Context: an optimization exercise on an open-source flow, tuned for a short achievable clock period and few clock cycles. The choices shown serve that exercise and are no tape-out recipe. The RTL of this run was laid out without a check of its function. Power figures rest on the tool's default switching activity, not on a simulated workload.

==> design.v <==
module nr_power (
    input  wire        clk,
    input  wire        rst,         
    input  wire        start,       
    input  wire [21:0] len,         
    output wire        idle,
    input  wire        in_valid,
    input  wire [31:0] in_data,     
    output wire        in_ready,
    output reg         done,        
    output reg  [31:0] result       
);
    integer i;
    reg         idle_r;
    reg         acc_r;
    reg  [21:0] len_r;
    reg  [2:0]  infl;              
    assign idle = idle_r;
    wire accept = start & idle_r;
    wire [2:0] infl_n = infl + {2'd0, acc_r} - {2'd0, done};
    always @(posedge clk) begin
        len_r <= len;
        if (rst) begin
            acc_r  <= 1'b0;
            infl   <= 3'd0;
            idle_r <= 1'b1;
        end else begin
            acc_r  <= accept;
            infl   <= infl_n;
            idle_r <= (infl_n <= 3'd2) | ((infl_n == 3'd3) & ~accept);
        end
    end
    reg [4:0] len_k;
    always @(*) begin
        len_k = 5'd0;
        for (i = 0; i < 22; i = i + 1)
            if (len_r[i]) len_k = i[4:0];
    end
    wire [21:0] len_nn = len_r << (5'd21 - len_k);
    reg [21:0] cb_len [0:3];
    reg        cb_nz  [0:3];
    reg [21:0] cb_nn  [0:3];
    reg [4:0]  cb_k   [0:3];
    reg [2:0]  wr_ptr, fd_ptr, dv_ptr;
    always @(posedge clk) begin
        if (acc_r) begin
            cb_len[wr_ptr[1:0]] <= len_r;
            cb_nz [wr_ptr[1:0]] <= |len_r;
            cb_nn [wr_ptr[1:0]] <= len_nn;
            cb_k  [wr_ptr[1:0]] <= len_k;
        end
    end
    reg         in_ready_r;
    reg  [21:0] cur_rem;           
    assign in_ready = in_ready_r;
    wire        hd_v   = (wr_ptr != fd_ptr);
    wire        hd_nz  = cb_nz[fd_ptr[1:0]];
    wire [21:0] hd_len = cb_len[fd_ptr[1:0]];
    wire        rem1   = (cur_rem == 22'd1);
    wire        take   = in_valid & in_ready_r;
    wire        pop    = hd_v & (~in_ready_r | (take & rem1 & hd_nz));
    reg         p0_v, p0_end;
    reg  [31:0] p0_d;
    always @(posedge clk) begin
        p0_d <= in_data;
        if (rst) begin
            wr_ptr     <= 3'd0;
            fd_ptr     <= 3'd0;
            in_ready_r <= 1'b0;
            cur_rem    <= 22'd0;
            p0_v       <= 1'b0;
            p0_end     <= 1'b0;
        end else begin
            if (acc_r) wr_ptr <= wr_ptr + 3'd1;
            p0_v   <= take;
            p0_end <= (take & rem1) | (pop & ~hd_nz);
            if (pop) begin
                fd_ptr     <= fd_ptr + 3'd1;
                cur_rem    <= hd_len;
                in_ready_r <= hd_nz;
            end else if (take) begin
                cur_rem    <= cur_rem - 22'd1;
                in_ready_r <= ~rem1;
            end
        end
    end
    wire [7:0]  x_e = p0_d[30:23];
    wire [22:0] x_f = p0_d[22:0];
    wire        x_nan  = (x_e == 8'hFF) && (x_f != 23'd0);
    wire        x_inf  = (x_e == 8'hFF) && (x_f == 23'd0);
    wire        x_zero = (x_e == 8'h00) && (x_f == 23'd0);
    wire [23:0] x_m    = {(x_e != 8'h00), x_f};
    reg [4:0] x_lz;
    always @(*) begin
        x_lz = 5'd0;
        for (i = 0; i < 24; i = i + 1)
            if (x_m[i]) x_lz = 5'd23 - i[4:0];
    end
    reg         p1_v, p1_end, p1_add, p1_nan, p1_inf;
    reg  [23:0] p1_m;
    reg  signed [10:0] p1_ex;      
    always @(posedge clk) begin
        p1_m  <= x_m << x_lz;
        p1_ex <= (x_e == 8'h00) ? (-11'sd126 - $signed({6'd0, x_lz}))
                                : ($signed({3'd0, x_e}) - 11'sd127);
        if (rst) begin
            p1_v <= 1'b0; p1_end <= 1'b0; p1_add <= 1'b0;
            p1_nan <= 1'b0; p1_inf <= 1'b0;
        end else begin
            p1_v   <= p0_v;
            p1_end <= p0_end;
            p1_add <= p0_v & ~x_nan & ~x_inf & ~x_zero;
            p1_nan <= p0_v & x_nan;
            p1_inf <= p0_v & x_inf;
        end
    end
    wire [11:0] m_h = p1_m[23:12];
    wire [11:0] m_l = p1_m[11:0];
    reg  [23:0] p2_hh, p2_hl, p2_ll;
    reg  signed [10:0] p2_ex;
    reg         p2_end, p2_add, p2_nan, p2_inf;
    always @(posedge clk) begin
        p2_hh <= m_h * m_h;
        p2_hl <= m_h * m_l;
        p2_ll <= m_l * m_l;
        p2_ex <= p1_ex;
        if (rst) begin
            p2_end <= 1'b0; p2_add <= 1'b0; p2_nan <= 1'b0; p2_inf <= 1'b0;
        end else begin
            p2_end <= p1_end; p2_add <= p1_add; p2_nan <= p1_nan; p2_inf <= p1_inf;
        end
    end
    reg  [47:0] p3_p;
    reg  signed [10:0] p3_ex;
    reg         p3_end, p3_add, p3_nan, p3_inf;
    always @(posedge clk) begin
        p3_p  <= {p2_hh, 24'd0} + {11'd0, p2_hl, 13'd0} + {24'd0, p2_ll};
        p3_ex <= p2_ex;
        if (rst) begin
            p3_end <= 1'b0; p3_add <= 1'b0; p3_nan <= 1'b0; p3_inf <= 1'b0;
        end else begin
            p3_end <= p2_end; p3_add <= p2_add; p3_nan <= p2_nan; p3_inf <= p2_inf;
        end
    end
    reg  [52:0] s_sig;
    reg  signed [10:0] s_exp;
    reg         s_end, s_add, s_nan, s_inf;
    always @(posedge clk) begin
        s_sig <= p3_p[47] ? {p3_p, 5'd0} : {p3_p[46:0], 6'd0};
        s_exp <= p3_p[47] ? ((p3_ex <<< 1) + 11'sd1) : (p3_ex <<< 1);
        if (rst) begin
            s_end <= 1'b0; s_add <= 1'b0; s_nan <= 1'b0; s_inf <= 1'b0;
        end else begin
            s_end <= p3_end; s_add <= p3_add; s_nan <= p3_nan; s_inf <= p3_inf;
        end
    end
    reg  [52:0] a_sig;             
    reg  signed [10:0] a_exp;
    reg         a_z, a_nan, a_inf;
    wire signed [11:0] d_as = {a_exp[10], a_exp} - {s_exp[10], s_exp};
    wire signed [11:0] d_sa = {s_exp[10], s_exp} - {a_exp[10], a_exp};
    wire        a_ge = ~a_z & ~d_as[11];
    wire [55:0] s_ext = {s_sig, 3'd0};
    wire [55:0] a_ext = {a_sig, 3'd0};
    wire [10:0] sh_s  = d_as[10:0];
    wire [10:0] sh_a  = d_sa[10:0];
    wire        far_s = (sh_s >= 11'd56);
    wire        far_a = (sh_a >= 11'd56);
    wire [55:0] s_shr = far_s ? 56'd0 : (s_ext >> sh_s[5:0]);
    wire [55:0] a_shr = far_a ? 56'd0 : (a_ext >> sh_a[5:0]);
    wire [55:0] s_msk = far_s ? {56{1'b1}} : ~({56{1'b1}} << sh_s[5:0]);
    wire [55:0] a_msk = far_a ? {56{1'b1}} : ~({56{1'b1}} << sh_a[5:0]);
    wire        s_st  = |(s_ext & s_msk);
    wire        a_st  = |(a_ext & a_msk);
    wire [52:0] big_sig = a_ge ? a_sig : s_sig;
    wire [55:0] sml     = a_ge ? s_shr : a_shr;
    wire        sml_st  = a_ge ? s_st  : a_st;
    wire signed [10:0] big_exp  = a_ge ? a_exp : s_exp;
    wire [53:0] h0 = {1'b0, big_sig} + {1'b0, sml[55:3]};
    wire [54:0] h1 = {2'b0, big_sig} + {2'b0, sml[55:3]} + 55'd1;
    wire [54:0] h2 = {2'b0, big_sig} + {2'b0, sml[55:3]} + 55'd2;
    wire        up_c = h0[0] & ((|sml[2:0]) | sml_st | h0[1]);
    wire        up_n = sml[2] & (sml[1] | sml[0] | sml_st | h0[0]);
    reg  [52:0] sum_sig;
    reg  signed [10:0] sum_exp;
    always @(*) begin
        if (h0[53]) begin
            if (up_c) begin
                sum_sig = h2[54] ? {1'b1, 52'd0} : h2[53:1];
                sum_exp = h2[54] ? big_exp + 11'sd2 : big_exp + 11'sd1;
            end else begin
                sum_sig = h0[53:1];
                sum_exp = big_exp + 11'sd1;
            end
        end else begin
            if (up_n) begin
                sum_sig = h1[53] ? {1'b1, 52'd0} : h1[52:0];
                sum_exp = h1[53] ? big_exp + 11'sd1 : big_exp;
            end else begin
                sum_sig = h0[52:0];
                sum_exp = big_exp;
            end
        end
    end
    wire [52:0] n_sig = s_add ? sum_sig : a_sig;
    wire signed [10:0] n_exp = s_add ? sum_exp : a_exp;
    wire        n_z   = a_z & ~s_add;
    wire        n_nan = a_nan | s_nan;
    wire        n_inf = a_inf | s_inf;
    reg         o_v;
    reg  [52:0] o_sig;
    reg  signed [10:0] o_exp;
    reg         o_z, o_nan, o_inf;
    always @(posedge clk) begin
        o_sig <= n_sig;
        o_exp <= n_exp;
        o_z   <= n_z;
        o_nan <= n_nan;
        o_inf <= n_inf;
        if (rst) begin
            o_v   <= 1'b0;
            a_sig <= 53'd0;
            a_exp <= 11'sd0;
            a_z   <= 1'b1;
            a_nan <= 1'b0;
            a_inf <= 1'b0;
        end else begin
            o_v <= s_end;
            if (s_end) begin
                a_sig <= 53'd0;
                a_exp <= 11'sd0;
                a_z   <= 1'b1;
                a_nan <= 1'b0;
                a_inf <= 1'b0;
            end else begin
                a_sig <= n_sig;
                a_exp <= n_exp;
                a_z   <= n_z;
                a_nan <= n_nan;
                a_inf <= n_inf;
            end
        end
    end
    reg  [52:0] q_sig [0:3];
    reg  signed [10:0] q_exp [0:3];
    reg  [1:0]  q_cls [0:3];       
    reg  [2:0]  qw_ptr, qr_ptr;
    always @(posedge clk) begin
        if (o_v) begin
            q_sig[qw_ptr[1:0]] <= o_sig;
            q_exp[qw_ptr[1:0]] <= o_exp;
            q_cls[qw_ptr[1:0]] <= o_nan ? 2'd3 : o_inf ? 2'd2 : o_z ? 2'd1 : 2'd0;
        end
    end
    reg         dv_busy;
    reg  [3:0]  dv_cnt;
    reg  [21:0] dv_r;              
    reg  [31:0] dv_lo;             
    reg  [55:0] dv_q;
    reg  [21:0] dv_nn;
    reg  signed [10:0] dv_e;       
    reg         dv_fin;            
    reg         sp_v;
    reg  [31:0] sp_res;
    wire        q_ne   = (qw_ptr != qr_ptr);
    wire [1:0]  qh_cls = q_cls[qr_ptr[1:0]];
    wire        dv_pop = q_ne & ~dv_busy;
    reg  [21:0] st_r [0:4];
    reg  [22:0] st_r2 [0:3];
    reg  [22:0] st_t  [0:3];
    reg  [3:0]  st_q;
    always @(*) begin
        st_r[0] = dv_r;
        for (i = 0; i < 4; i = i + 1) begin
            st_r2[i]    = {st_r[i], dv_lo[31 - i]};
            st_t[i]     = st_r2[i] - {1'b0, dv_nn};
            st_q[3 - i] = ~st_t[i][22];
            st_r[i + 1] = st_t[i][22] ? st_r2[i][21:0] : st_t[i][21:0];
        end
    end
    wire [52:0] qh_sig = q_sig[qr_ptr[1:0]];
    always @(posedge clk) begin
        if (rst) begin
            qw_ptr  <= 3'd0;
            qr_ptr  <= 3'd0;
            dv_ptr  <= 3'd0;
            dv_busy <= 1'b0;
            dv_fin  <= 1'b0;
            sp_v    <= 1'b0;
        end else begin
            if (o_v) qw_ptr <= qw_ptr + 3'd1;
            dv_fin <= 1'b0;
            sp_v   <= 1'b0;
            if (dv_pop) begin
                qr_ptr <= qr_ptr + 3'd1;
                dv_ptr <= dv_ptr + 3'd1;
                if (qh_cls != 2'd0) begin
                    sp_v   <= 1'b1;
                    sp_res <= (qh_cls == 2'd3) ? 32'h7FC00000 :
                              (qh_cls == 2'd2) ? 32'h7F800000 : 32'h00000000;
                end else begin
                    dv_busy <= 1'b1;
                    dv_cnt  <= 4'd13;
                    dv_r    <= {1'b0, qh_sig[52:32]};
                    dv_lo   <= qh_sig[31:0];
                    dv_nn   <= cb_nn[dv_ptr[1:0]];
                    dv_e    <= q_exp[qr_ptr[1:0]] - $signed({6'd0, cb_k[dv_ptr[1:0]]});
                end
            end else if (dv_busy) begin
                dv_r  <= st_r[4];
                dv_lo <= {dv_lo[27:0], 4'd0};
                dv_q  <= {dv_q[51:0], st_q};
                dv_cnt <= dv_cnt - 4'd1;
                if (dv_cnt == 4'd0) begin
                    dv_busy <= 1'b0;
                    dv_fin  <= 1'b1;
                end
            end
        end
    end
    wire        q_sticky = (dv_r != 22'd0);
    wire        q_hi     = dv_q[55];
    wire [52:0] q_sig0   = q_hi ? dv_q[55:3] : dv_q[54:2];
    wire        q_g      = q_hi ? dv_q[2] : dv_q[1];
    wire        q_rr     = q_hi ? (dv_q[1] | dv_q[0] | q_sticky) : (dv_q[0] | q_sticky);
    wire        q_up     = q_g & (q_rr | q_sig0[0]);
    wire [53:0] q_rs     = {1'b0, q_sig0} + {53'd0, q_up};
    wire signed [11:0] q_e0 = q_hi ? {dv_e[10], dv_e} : {dv_e[10], dv_e} - 12'sd1;
    reg         r1_v;
    reg  [52:0] r1_sig;
    reg  signed [11:0] r1_exp;
    always @(posedge clk) begin
        r1_sig <= q_rs[53] ? q_rs[53:1] : q_rs[52:0];
        r1_exp <= q_rs[53] ? q_e0 + 12'sd1 : q_e0;
        r1_v   <= rst ? 1'b0 : dv_fin;
    end
    wire        f_ovf   = (r1_exp > 12'sd127);
    wire        f_norm  = (r1_exp >= -12'sd126);
    wire [11:0] f_bexp  = r1_exp + 12'sd127;
    wire signed [11:0] f_shs = -r1_exp - 12'sd97;
    wire [11:0] f_sh    = f_shs;
    wire        f_far   = (f_sh > 12'd60);
    wire [52:0] f_sub_q = r1_sig >> f_sh;
    wire [52:0] f_sub_gm = 53'd1 << (f_sh - 12'd1);
    wire [52:0] f_sub_rm = f_sub_gm - 53'd1;
    wire        f_sub_g  = |(r1_sig & f_sub_gm);
    wire        f_sub_r  = |(r1_sig & f_sub_rm);
    reg  [30:0] f_enc;
    reg         f_g, f_r;
    always @(*) begin
        if (f_norm) begin
            f_enc = {f_bexp[7:0], r1_sig[51:29]};
            f_g   = r1_sig[28];
            f_r   = |r1_sig[27:0];
        end else if (f_far) begin
            f_enc = 31'd0;
            f_g   = 1'b0;
            f_r   = 1'b1;
        end else begin
            f_enc = {8'd0, f_sub_q[22:0]};
            f_g   = f_sub_g;
            f_r   = f_sub_r;
        end
    end
    reg         r2_v, r2_ovf, r2_up;
    reg  [30:0] r2_enc;
    always @(posedge clk) begin
        r2_enc <= f_enc;
        r2_up  <= f_g & (f_r | f_enc[0]);
        r2_ovf <= f_ovf;
        r2_v   <= rst ? 1'b0 : r1_v;
    end
    reg         sp2_v, sp3_v;
    reg  [31:0] sp2_res, sp3_res;
    always @(posedge clk) begin
        sp2_res <= sp_res;
        sp3_res <= sp2_res;
        sp2_v   <= rst ? 1'b0 : sp_v;
        sp3_v   <= rst ? 1'b0 : sp2_v;
    end
    always @(posedge clk) begin
        if (rst) begin
            done   <= 1'b0;
            result <= 32'd0;
        end else begin
            done <= r2_v | sp3_v;
            if (r2_v)
                result <= r2_ovf ? 32'h7F800000 : {1'b0, r2_enc + {30'd0, r2_up}};
            else if (sp3_v)
                result <= sp3_res;
        end
    end
endmodule
==> run.sh <==
#!/bin/bash
# synth_recipe.tcl (not shown) runs the flow's synth.tcl, then flattens the netlist and writes it again
# the make line also repeats each setting of config.mk as NAME=value (left out here)
make -C /OpenROAD-flow-scripts/flow DESIGN_CONFIG=/design/flow/config.mk WORK_HOME=/design/flow/orfs CLKGATE_MAP_FILE= SYNTH_SCRIPT=/design/flow/synth_recipe.tcl finish
==> config.mk <==
export PLATFORM = sky130hd
export DESIGN_NAME = nr_power
export DESIGN_NICKNAME = nr_power
export VERILOG_FILES = /design/flow/design.v
export SDC_FILE = /design/flow/constraint.sdc
export NUM_CORES = 4
export LEC_CHECK = 0
export CAP_MARGIN = 20
export CORE_MARGIN = 2
export CORE_UTILIZATION = 40
export PLACE_DENSITY = 0.6
export SLEW_MARGIN = 20
==> constraint.sdc <==
create_clock -name core_clock -period 28.0 [get_ports {clk}]
set_input_delay 5.6000 -clock core_clock [delete_from_list [all_inputs] [get_ports {clk}]]
set_output_delay 5.6000 -clock core_clock [all_outputs]
set_load 0.01 [all_outputs]
==> results.json <==
{
  "cts_tree": "yes",
  "crit_arrival_ps": 18890,
  "startpoint": "dv_nn[1]",
  "slew_viol_final": 0,
  "rr_worst_depth": 62,
  "cts_root_buf": "clkbuf_16",
  "drive_gt1_share_pct": 10.0,
  "gp_congestion": 1.07,
  "cp.required_ps": 28640,
  "crit_path_end_kind": "flop",
  "synth_commonest_cells": "nand2_1 (1032), nor2_1 (664), dfxtp_1 (621)",
  "routed.top_layer": "met5",
  "reg2reg_to": "dv_r[2]",
  "final_core_util_pct": 44.2,
  "fillCellCount": 19900,
  "clk_pin_slew_ps": 70,
  "dr_total_vias": 66600,
  "grt_use_total_pct": 23.1,
  "met2_length_mm": 115,
  "synth_top_area_cell": "edfxtp_1",
  "startpoint_type": "flop",
  "avgSynthCellArea_sq_um": 9.72,
  "synth-edff-count": 613,
  "synth_top_cell_area_share_pct": 21.9,
  "slew_headroom_pct": 24.4,
  "cts_setup_buffers": 0,
  "viasPerCell": 5.81,
  "yosysMostFrequentCell": "nand2_1",
  "dr_wl_met3_mm": 17.8,
  "synth_top_cells_by_area": "edfxtp_1 (22%), dfxtp_1 (15%), mux4_2 (7.0%)",
  "min_period_ps": 18240,
  "start_util_pct": 40.2,
  "cts_hold_buf": 0,
  "power.density_mw_per_mm2": 80.6,
  "grt_pass1_wl_mm": 391,
  "regArea_sq_mm": 0.0309,
  "dp_hpwl_mm": 188,
  "io_buffers": 90,
  "rows": 168,
  "fin_skew_ps": 41.4,
  "io_pins": 93,
  "die_h_um": 462,
  "cts_sinks": 1234,
  "min-delay-start": "p2_ll[7]",
  "syn_nets": 9375,
  "rsz0062_at_grt": "false",
  "synth.distinct_cells": 114,
  "antenna_found_initial": 4,
  "whs_path_depth": 0,
  "leakage_uw": 0.0362,
  "tightest_slew_ps": 1120,
  "clockBufferDepth": 3,
  "fin_crit_sh_pct": 65.2,
  "cts_inserted_buffers": 132,
  "first_global_vias": 64900,
  "hold_viol": 0,
  "setup_viol": 0,
  "whs_endpoint": "p3_p[7]",
  "areaGrowthSynthToFinish_pct": 10.1,
  "worstPathMaxFanout": 33,
  "die-area_sq_mm": 0.214,
  "first_pass_iters": 7,
  "ir_worst_vdd_mv": 0.0667,
  "path_class": "flop to flop",
  "critical_path.slowest_cell": "or3_1",
  "multi_input_area_sq_mm": 0.0496,
  "clock_latency_ps": 790,
  "final.setup.tns_ps": 0,
  "drc": 0,
  "post_drt_wl_per_cell_um": 22.1,
  "max_freq_ghz": 0.0548,
  "ctsResizeCount": 0,
  "ys_warn_count": 4,
  "status": "timing/DRC/antenna clean",
  "async_reset_ff_share_pct": 0,
  "r2r_slack_ps": 9760,
  "crit_path_max_incr_delay_ps": 750,
  "rr_startpoint": "dv_nn[1]",
  "drt-initial-drc-count": 6004,
  "grt.overflow.total": 0,
  "syn_inst": 8650,
  "core_sq_mm": 0.209,
  "wirelength_mm": 253,
  "synth_flop_cell": "dfxtp_1",
  "hold_path.class": "flop to flop",
  "grt_start_max_net_pins": 77,
  "drt.antenna.violating_nets": 0,
  "ys_ff_latch": 1234,
  "mappedNetlistArea_sq_mm": 0.0841,
  "h-tree-depth": 4,
  "max-cap-violations": 0,
  "die-width_um": 462,
  "wl_met1_mm": 110,
  "ys_seq_area_share_pct": 36.7,
  "nets": 9263
}
## layout make-up
cell class,instances,area share (%)
antenna,2,0.00541
clock buffer,185,4.15
clock inverter,60,0.862
inverter,543,2.20
multi-input combinational,6400,53.6
sequential,1234,33.3
tap,2805,3.79
timing repair buffer,227,2.08
## power breakdown
| part | switching [uW] | internal (uW) | leakage [uW] |
|---|---|---|---|
| registers | 191 | 2120 | 0.0109 |
| logic | 1950 | 1390 | 0.0231 |
| clock network | 761 | 1050 | 0.00225 |
## cells by family (layout without fill, tap and decap cells)
family	count (synthesis)	in the layout	share of synthesized area [%]
compound gates	1717	1717	13.6
buf+inv	1016	1015	4.62
simple gates	2902	2902	16.2
mux	620	620	11.4
fa+ha+maj	667	667	12.3
flops	1234	1234	36.7
other cells	1	3	0.00446
xor+xnor	493	493	5.15
## how the worst max path moves through the flow
stage                           to  cells past startpoint
after floorplan           dv_r[20]                     64
after global placement    dv_r[14]                     61
after detailed placement   dv_r[2]                     62
after CTS                  dv_r[2]                     62
after global routing       dv_r[2]                     62
final                      dv_r[2]                     62
## cell usage in the layout, fill, tap and decap left out, types with 177 or more instances in the layout
| cell | netlist | final |
|---|---|---|
| xnor2_1 | 295 | 289 |
| nor2_1 | 664 | 657 |
| xor2_1 | 196 | 194 |
| a21oi_1 | 414 | 414 |
| and2_1 | 253 | 245 |
| nand3_1 | 177 | 177 |
| nor3_1 | 203 | 199 |
| nand2_1 | 1032 | 1031 |
| mux2i_1 | 247 | 246 |
| fa_1 | 266 | 264 |
| inv_1 | 539 | 539 |
| ha_1 | 401 | 400 |
| dfxtp_1 | 621 | 612 |
| o21ai_0 | 352 | 350 |
| mux4_2 | 261 | 261 |
| edfxtp_1 | 613 | 613 |
## critical path: cells and delay by family (launching register included)
kind	cells	cell delay, ps
flip-flops	1	490
buffers and inverters	5	1340
multiplexers	3	1200
adder cells (fa/ha/maj)	4	1730
XOR/XNOR	2	590
AO/OA/AOI/OAI	36	9860
AND/OR/NAND/NOR	12	2810
## per-layer routing
| layer | global-route usage (%) | vias up |
|---|---|---|
| met2 | 36.8 | 2483 |
| met1 | 31.3 | 32700 |
| met5 | 0 | - |
| met3 | 3.91 | 568 |
| met4 | 8.97 | 2 |
| li1 | - | 30900 |
## flip-flops by register name (all words and copies together) (netlist names), 44 cells and up, named ones only
| name | flops |
|---|---|
| dv_q | 56 |
| q_exp | 44 |
| cb_nn | 88 |
| a_sig | 53 |
| o_sig | 53 |
| q_sig | 212 |
| p3_p | 47 |
| r1_sig | 53 |
| s_sig | 48 |
| cb_len | 88 |
## stage by stage
step / instance area [sq um] / hold WS (ps) / cells / total power (uW) / setup WS (ps)
6_report: 92600 / 321 / 11500 / 7470 / 9760
5_1_grt: 92600 / 322 / 11500 / 7990 / 8240
2_1_floorplan: 84100 / 310 / 8650 / 4810 / 13450
3_3_place_gp: 87900 / 311 / 11200 / 5590 / 10460
4_1_cts: 92600 / 318 / 11500 / 7480 / 10040
3_5_place_dp: 87900 / 312 / 11200 / 5630 / 10140

## separate check: timing with driven ports
Ports are ideal in the flow. The routed layout listed here was re-timed in OpenROAD.
Step 1 (the two cells are an assumption about what drives the block):
set clk [get_ports {clk}]
set_driving_cell -lib_cell sky130_fd_sc_hd__clkbuf_16 $clk
set_driving_cell -lib_cell sky130_fd_sc_hd__buf_2 [delete_from_list [all_inputs] $clk]
Step 2, shift: input delay + t, output delay - t, t = (earliest + latest rising clock arrival at the registers) / 2. This alone moves slack from input paths to output paths.
Slacks: ideal ports / drivers / drivers and shift; pairs: ideal ports / drivers.
t, ns: 0.855
slack for setup (ns): 9.757 / 9.757 / 9.757
latest minus earliest clock arrival (ns): 0.052 / 0.053
After both steps setup and hold are still met in this run. The setup slack of this run moves by 0.000 ns with the drivers and by 0.000 ns with both steps.
